From an optimization exercise on the open Yosys and OpenROAD flow, aimed at small area, a short achievable clock period and few clock cycles; shortcuts taken in it are not production practice. For this run, only the layout was checked, not whether the RTL still works. Power is estimated from default activity; no workload was simulated.

===== design/flow/design.v =====
module tz_hash (
    input  wire         clk,
    input  wire         rst,
    input  wire         in_valid,
    output wire         in_ready,
    input  wire [1:0]   in_op,
    input  wire [7:0]   in_data,
    output wire         idle,
    output wire [511:0] digest,
    output reg          err
);
    localparam [1:0] OP_INIT   = 2'd0;
    localparam [1:0] OP_ABSORB = 2'd1;
    localparam [1:0] OP_BIT    = 2'd2;
    localparam [1:0] OP_CAT    = 2'd3;
    localparam [1:0] S_IDLE = 2'd0;
    localparam [1:0] S_ABS  = 2'd1;
    localparam [1:0] S_MUL  = 2'd2;
    localparam [126:0] ONE = 127'd1;
    function [126:0] fmulx;
        input [126:0] v;
        begin
            fmulx = {v[125:0], 1'b0};
            if (v[126])
                fmulx = fmulx ^ {63'd0, 1'b1, 62'd0, 1'b1};
        end
    endfunction
    reg [126:0] sa, sb, sc, sd;
    reg [1:0]   fsm;
    reg [7:0]   abs_byte;    
    reg [2:0]   abs_cnt;     
    reg [5:0]   cat_cnt;     
    reg [511:0] cat_buf;     
    reg [6:0]   mul_cnt;     
    reg [126:0] acc_a, acc_b, acc_c, acc_d;
    wire accept = in_valid && in_ready;
    assign in_ready = (fsm == S_IDLE);
    assign idle     = (fsm == S_IDLE);
    assign digest   = {1'b0, sa, 1'b0, sb, 1'b0, sc, 1'b0, sd};
    reg          tz_bit;
    reg  [126:0] xa, xc;
    reg  [126:0] na, nb, nc, nd;
    always @(*) begin
        xa = fmulx(sa);
        xc = fmulx(sc);
        na = xa ^ sb;
        nc = xc ^ sd;
        if (tz_bit) begin
            nb = xa ^ sa ^ sb;
            nd = xc ^ sc ^ sd;
        end else begin
            nb = sa;
            nd = sc;
        end
    end
    always @(*) begin
        if (fsm == S_ABS)
            tz_bit = abs_byte[7];
        else
            tz_bit = in_data[0];
    end
    wire [127:0] me = cat_buf[511:384];
    wire [127:0] mf = cat_buf[383:256];
    wire [127:0] mg = cat_buf[255:128];
    wire [127:0] mh = cat_buf[127:0];
    wire         cat_bad = me[127] | mf[127] | mg[127] | mh[127];
    wire [126:0] ha = fmulx(acc_a) ^ (me[126] ? sa : 127'd0) ^ (mg[126] ? sb : 127'd0);
    wire [126:0] hb = fmulx(acc_b) ^ (mf[126] ? sa : 127'd0) ^ (mh[126] ? sb : 127'd0);
    wire [126:0] hc = fmulx(acc_c) ^ (me[126] ? sc : 127'd0) ^ (mg[126] ? sd : 127'd0);
    wire [126:0] hd = fmulx(acc_d) ^ (mf[126] ? sc : 127'd0) ^ (mh[126] ? sd : 127'd0);
    always @(posedge clk) begin
        if (rst) begin
            fsm     <= S_IDLE;
            sa      <= ONE;
            sb      <= 127'd0;
            sc      <= 127'd0;
            sd      <= ONE;
            err     <= 1'b0;
            cat_cnt <= 6'd0;
            abs_cnt <= 3'd0;
            mul_cnt <= 7'd0;
        end else begin
            case (fsm)
                S_IDLE: begin
                    if (accept) begin
                        case (in_op)
                            OP_INIT: begin
                                sa  <= ONE;
                                sb  <= 127'd0;
                                sc  <= 127'd0;
                                sd  <= ONE;
                                err <= 1'b0;
                            end
                            OP_ABSORB: begin
                                abs_byte <= in_data;
                                abs_cnt  <= 3'd7;
                                fsm      <= S_ABS;
                            end
                            OP_BIT: begin
                                sa <= na;
                                sb <= nb;
                                sc <= nc;
                                sd <= nd;
                            end
                            OP_CAT: begin
                                cat_buf <= {cat_buf[503:0], in_data};
                                cat_cnt <= cat_cnt + 6'd1;
                                if (cat_cnt == 6'd63) begin
                                    mul_cnt <= 7'd0;
                                    acc_a   <= 127'd0;
                                    acc_b   <= 127'd0;
                                    acc_c   <= 127'd0;
                                    acc_d   <= 127'd0;
                                    fsm     <= S_MUL;
                                end
                            end
                        endcase
                    end
                end
                S_ABS: begin
                    sa       <= na;
                    sb       <= nb;
                    sc       <= nc;
                    sd       <= nd;
                    abs_byte <= {abs_byte[6:0], 1'b0};
                    abs_cnt  <= abs_cnt - 3'd1;
                    if (abs_cnt == 3'd0)
                        fsm <= S_IDLE;
                end
                S_MUL: begin
                    if (mul_cnt == 7'd0 && cat_bad) begin
                        err <= 1'b1;
                        fsm <= S_IDLE;
                    end else begin
                        acc_a   <= ha;
                        acc_b   <= hb;
                        acc_c   <= hc;
                        acc_d   <= hd;
                        cat_buf <= {me[126:0], 1'b0, mf[126:0], 1'b0,
                                    mg[126:0], 1'b0, mh[126:0], 1'b0};
                        mul_cnt <= mul_cnt + 7'd1;
                        if (mul_cnt == 7'd126) begin
                            sa  <= ha;
                            sb  <= hb;
                            sc  <= hc;
                            sd  <= hd;
                            fsm <= S_IDLE;
                        end
                    end
                end
                default: fsm <= S_IDLE;
            endcase
        end
    end
endmodule

===== design/flow/run.sh =====
#!/bin/bash
# synth_recipe.tcl (not shown) runs the flow's synth.tcl, then flattens the netlist and writes it again
# the make line also repeats each setting of config.mk as NAME=value (left out here)
make -C /OpenROAD-flow-scripts/flow DESIGN_CONFIG=/design/flow/config.mk WORK_HOME=/design/flow/orfs CLKGATE_MAP_FILE= SYNTH_SCRIPT=/design/flow/synth_recipe.tcl finish

===== design/flow/config.mk =====
export PLATFORM = sky130hd
export DESIGN_NAME = tz_hash
export DESIGN_NICKNAME = tz_hash
export VERILOG_FILES = /design/flow/design.v
export SDC_FILE = /design/flow/constraint.sdc
export NUM_CORES = 4
export LEC_CHECK = 0
export CAP_MARGIN = 20
export CORE_MARGIN = 2
export CORE_UTILIZATION = 30
export PLACE_DENSITY = 0.5
export SLEW_MARGIN = 20

===== design/flow/constraint.sdc =====
create_clock -name core_clock -period 4.0 [get_ports {clk}]
set_input_delay 0.8000 -clock core_clock [delete_from_list [all_inputs] [get_ports {clk}]]
set_output_delay 0.8000 -clock core_clock [all_outputs]
set_load 0.01 [all_outputs]

==> summary.txt <==
* Initial Utilization at 0.3019
* Total wire length at 294600 um
* Die height at 550.9 um
* IO buf count at 523
* IO Count at 528
* Vias in the first global route at 67307
* Commonest cells after routing, fill and taps aside: 1031 x xnor2_1, 1030 x nand2_1, 1028 x edfxtp_1
* Syn Inst Count at 8942
* Final setup fails at 0
* CP Max Fanout at 7
* Worst ir drop on vdd at 0.3749 mV
* Number of nets in the layout at 8955
* P_int at 0.03366 W
* Max-Cap Viols at 0
* CP Buf/Inv Count at 1
* Setup Skew at 0.05798 ns
* CTS buffer count at 192
* H-tree level count at 4
* Area of the die at 303500 sq um
* Routed len/inst at 22.60 um
* Slowest-stage cell, CP: clkdlybuf4s50_1
* Tmin final at 3.169 ns
* Mapped Avg Cell Area at 10.04 sq um
* Num Clock Sinks at 1555
* Slew Viols, Final at 0
* Max layer used: met5
* RSZ-0062 raised after global routing: false
* Prevailing post-synth register cell: edfxtp_1
* Lkg Pwr at 37.21 nW
* Largest net degree at the start of global routing at 198
* FFs w/ async S/R, synth at 0
* DRT Pass-1 Iters at 5
* First-pass GRT wire length at 438500 um
* Metal2 WL at 136000 um
* NetSw at 0.01582 W
* Placer congestion estimate at 0.7907
* Via/cell ratio at 5.155
* Sequential area share after synthesis at 0.4616
* CTS tree: done
* Critical Path RT at 3.20 ns
* Hold_buf cts at 0
* CP max stage delay at 0.78 ns
* Top cell type by total area after synthesis: edfxtp_1
* CTS clk-pin slew, worst paths at 0.07 ns
* Pwr/cell area at 471.9 nW/um^2
* Total power at 0.04948 W
* Placed Area at 98570 sq um
* GRT overflow at 0
* Critical Path Sink Type: output port
* Post-CTS resize count at 0
* DIE WIDTH at 550.9 um
* Fmax achieved at 315.6 MHz
* Initial DRC count at 5659
* Clock share of power at 0.358
* Gr usage total at 0.1867
* Gate power share at 0.239
* Clk Tree Root Cell: clkbuf_16
* Maximum clock insertion buffer count at 4
* Reg power frac at 0.403
* WHS at 0.4491 ns
* Setup TNS at 0 ns
* Relative max-transition margin at 0.2868
* Cell chain of the critical path: clkdlybuf4s50_1
* Final worst slack at 0.8312 ns
* EDFF count, synth at 1028
* Fin area at 104800 sq um
* Seq cells post-synth at 1555
* HP Class: input pin to flip-flop
* Worst-margin pin slew at 1.070 ns
* Startpoint types: flip-flop
* Estimated wirelength of the detail-placed design at 172300 um
* DRC viols at 0
* Worst skew pair latency at 0.88 ns
* Synthesized area at 89740 sq um
* Wl on met1 at 131100 um
* Most common cell after layout, fill and taps aside: xnor2_1
* Sw Ratio at 0.3197
* Share of layout cells above drive strength 1 at 0.1098
* Routed wl met3 at 19170 um
* Top-area cell type share of the netlist area at 0.3440
* Vias at 67190
* Status: no timing/DRC/antenna violations
* Post-CTS Setup Inserts at 0
* Synth area leaders: edfxtp_1 34%, dfxtp_1 12%, xnor2_1 10%
* Num rows at 200
* YS warnings at 1
* CP arrival at 2.37 ns
* Tcrit/Tclk final at 0.7922
* Hold Violations, Final at 0
* Top delay family on crit path: buffers and inverters
* Area grow syn2layout at 16.83%
* Core Footprint at 297300 sq um
* Post-Place Setup Slack at 0.5251 ns
* Setup CP Type: flip-flop to output port
* Initial antenna violation count at 11
* Number of library cell types mapped by synthesis at 52
* Post-route ant nets at 0
## path summary, 6_finish.rpt
| path | from | end | slack (ns) | cells past startpoint |
|---|---|---|---|---|
| max | sa[125] | digest[509] | 0.83 | 1 |
| min reg2reg | abs_cnt[1] | abs_cnt[1] | 0.48 | 2 |
| min | rst | sc[40] | 0.45 | 2 |
| max reg2reg | fsm[0] | cat_buf[194] | 0.88 | 5 |
## logic make-up after synthesis
group                      synth area share
DFF                                  0.4616
muxes                               0.06507
xor gates and xnor gates             0.1888
buffers and inverters               0.04201
AOI/OAI and AO/OA                    0.1031
and+or+nand+nor                      0.1382
adders and majority gates          0.001255
other                            0.00004179
## layer usage
| metal | track usage | up-vias |
|---|---|---|
| li1 | - | 30764 |
| met1 | 0.2539 | 33797 |
| met2 | 0.3028 | 2190 |
| met3 | 0.03217 | 429 |
| met4 | 0.05494 | 10 |
| met5 | 0 | - |
## registers in the layout (all words and copies together) (netlist names)
name and count:
abs_byte 8, abs_cnt 3, acc_a 127, acc_b 127
acc_c 127, acc_d 127, cat_buf 512, cat_cnt 6
err 1, fsm 2, mul_cnt 7, sa 127
sb 127, sc 127, sd 127
## per-stage QoR
| stage | util | instances |
|---|---|---|
| after global placement | 0.3314 | 12676 |
| after CTS | 0.3526 | 13032 |
| after global routing | 0.3527 | 13035 |
| after floorplan | - | 8945 |
| after detailed placement | 0.3316 | 12678 |
| final | 0.3527 | 13035 |
## Yosys cell counts, types with 2 or more instances
cell         n
xnor2_1   1031
nand2_1   1030
edfxtp_1  1028
nor2_1    1027
clkbuf_1   692
dfxtp_1    527
mux2_2     515
a21oi_1    512
o21ai_0    436
nor3_1     260
xor2_1     255
and2_1     253
a311oi_1   252
nand2b_1   252
o22ai_1    252
xnor3_1    252
buf_2      160
o21bai_1    69
buf_1       36
buf_4       21
inv_1       11
ha_1         9
nor2b_1      9
nor4_1       5
a211oi_1     4
mux2i_1      4
buf_6        3
nand3_1      3
nand4_1      3
o221a_2      3
o221ai_1     3
or3_1        3
and4_1       2
o21a_1       2
## cell type report
cell class,instances,area [sq um]
diodes,3,7.507
clock buffers,253,5236
clock inverters,101,1027
fillers,29529,192400
inverters,12,57.56
multi-input cells,6466,44690
flip-flops and latches,1555,41420
well taps,3939,4928
repair buffers,706,7480
## power by group through the flow
stage	sequential (W)	combinational (W)	clock, W
3_5_place_dp	0.0203	0.0118	0
3_3_place_gp	0.0202	0.0116	0
5_1_grt	0.0201	0.0129	0.0188
6_report	0.0199	0.0118	0.0177
4_1_cts	0.0199	0.0118	0.0182
2_1_floorplan	0.0194	0.00831	0

afterwards: timing with drivers on the ports:
The results above use ideal ports. As a check the final layout listed here was re-extracted and re-timed, cells and wires unchanged.
Step 1 (the two cells are an assumption about what drives the block):
set clk [get_ports {clk}]
set_driving_cell -lib_cell sky130_fd_sc_hd__clkbuf_16 $clk
set_driving_cell -lib_cell sky130_fd_sc_hd__buf_2 [delete_from_list [all_inputs] $clk]
Step 2 adds t to the input delays and takes it off the output delays; t is the mean of the earliest and latest rising clock arrival at the registers after step 1. Input paths then give back, and output paths get back, about the clock's delay inside the block.
a / b / c = no drivers / after step 1 / after step 2; a / b = the first two.
t (ns): 0.967
setup slack, ns: 0.831 / 0.717 / 0.364
worst setup path at the end: input to register
After both steps setup and hold are still met in this run. The setup slack of this run moves by -0.114 ns with the drivers and by -0.467 ns with both steps.
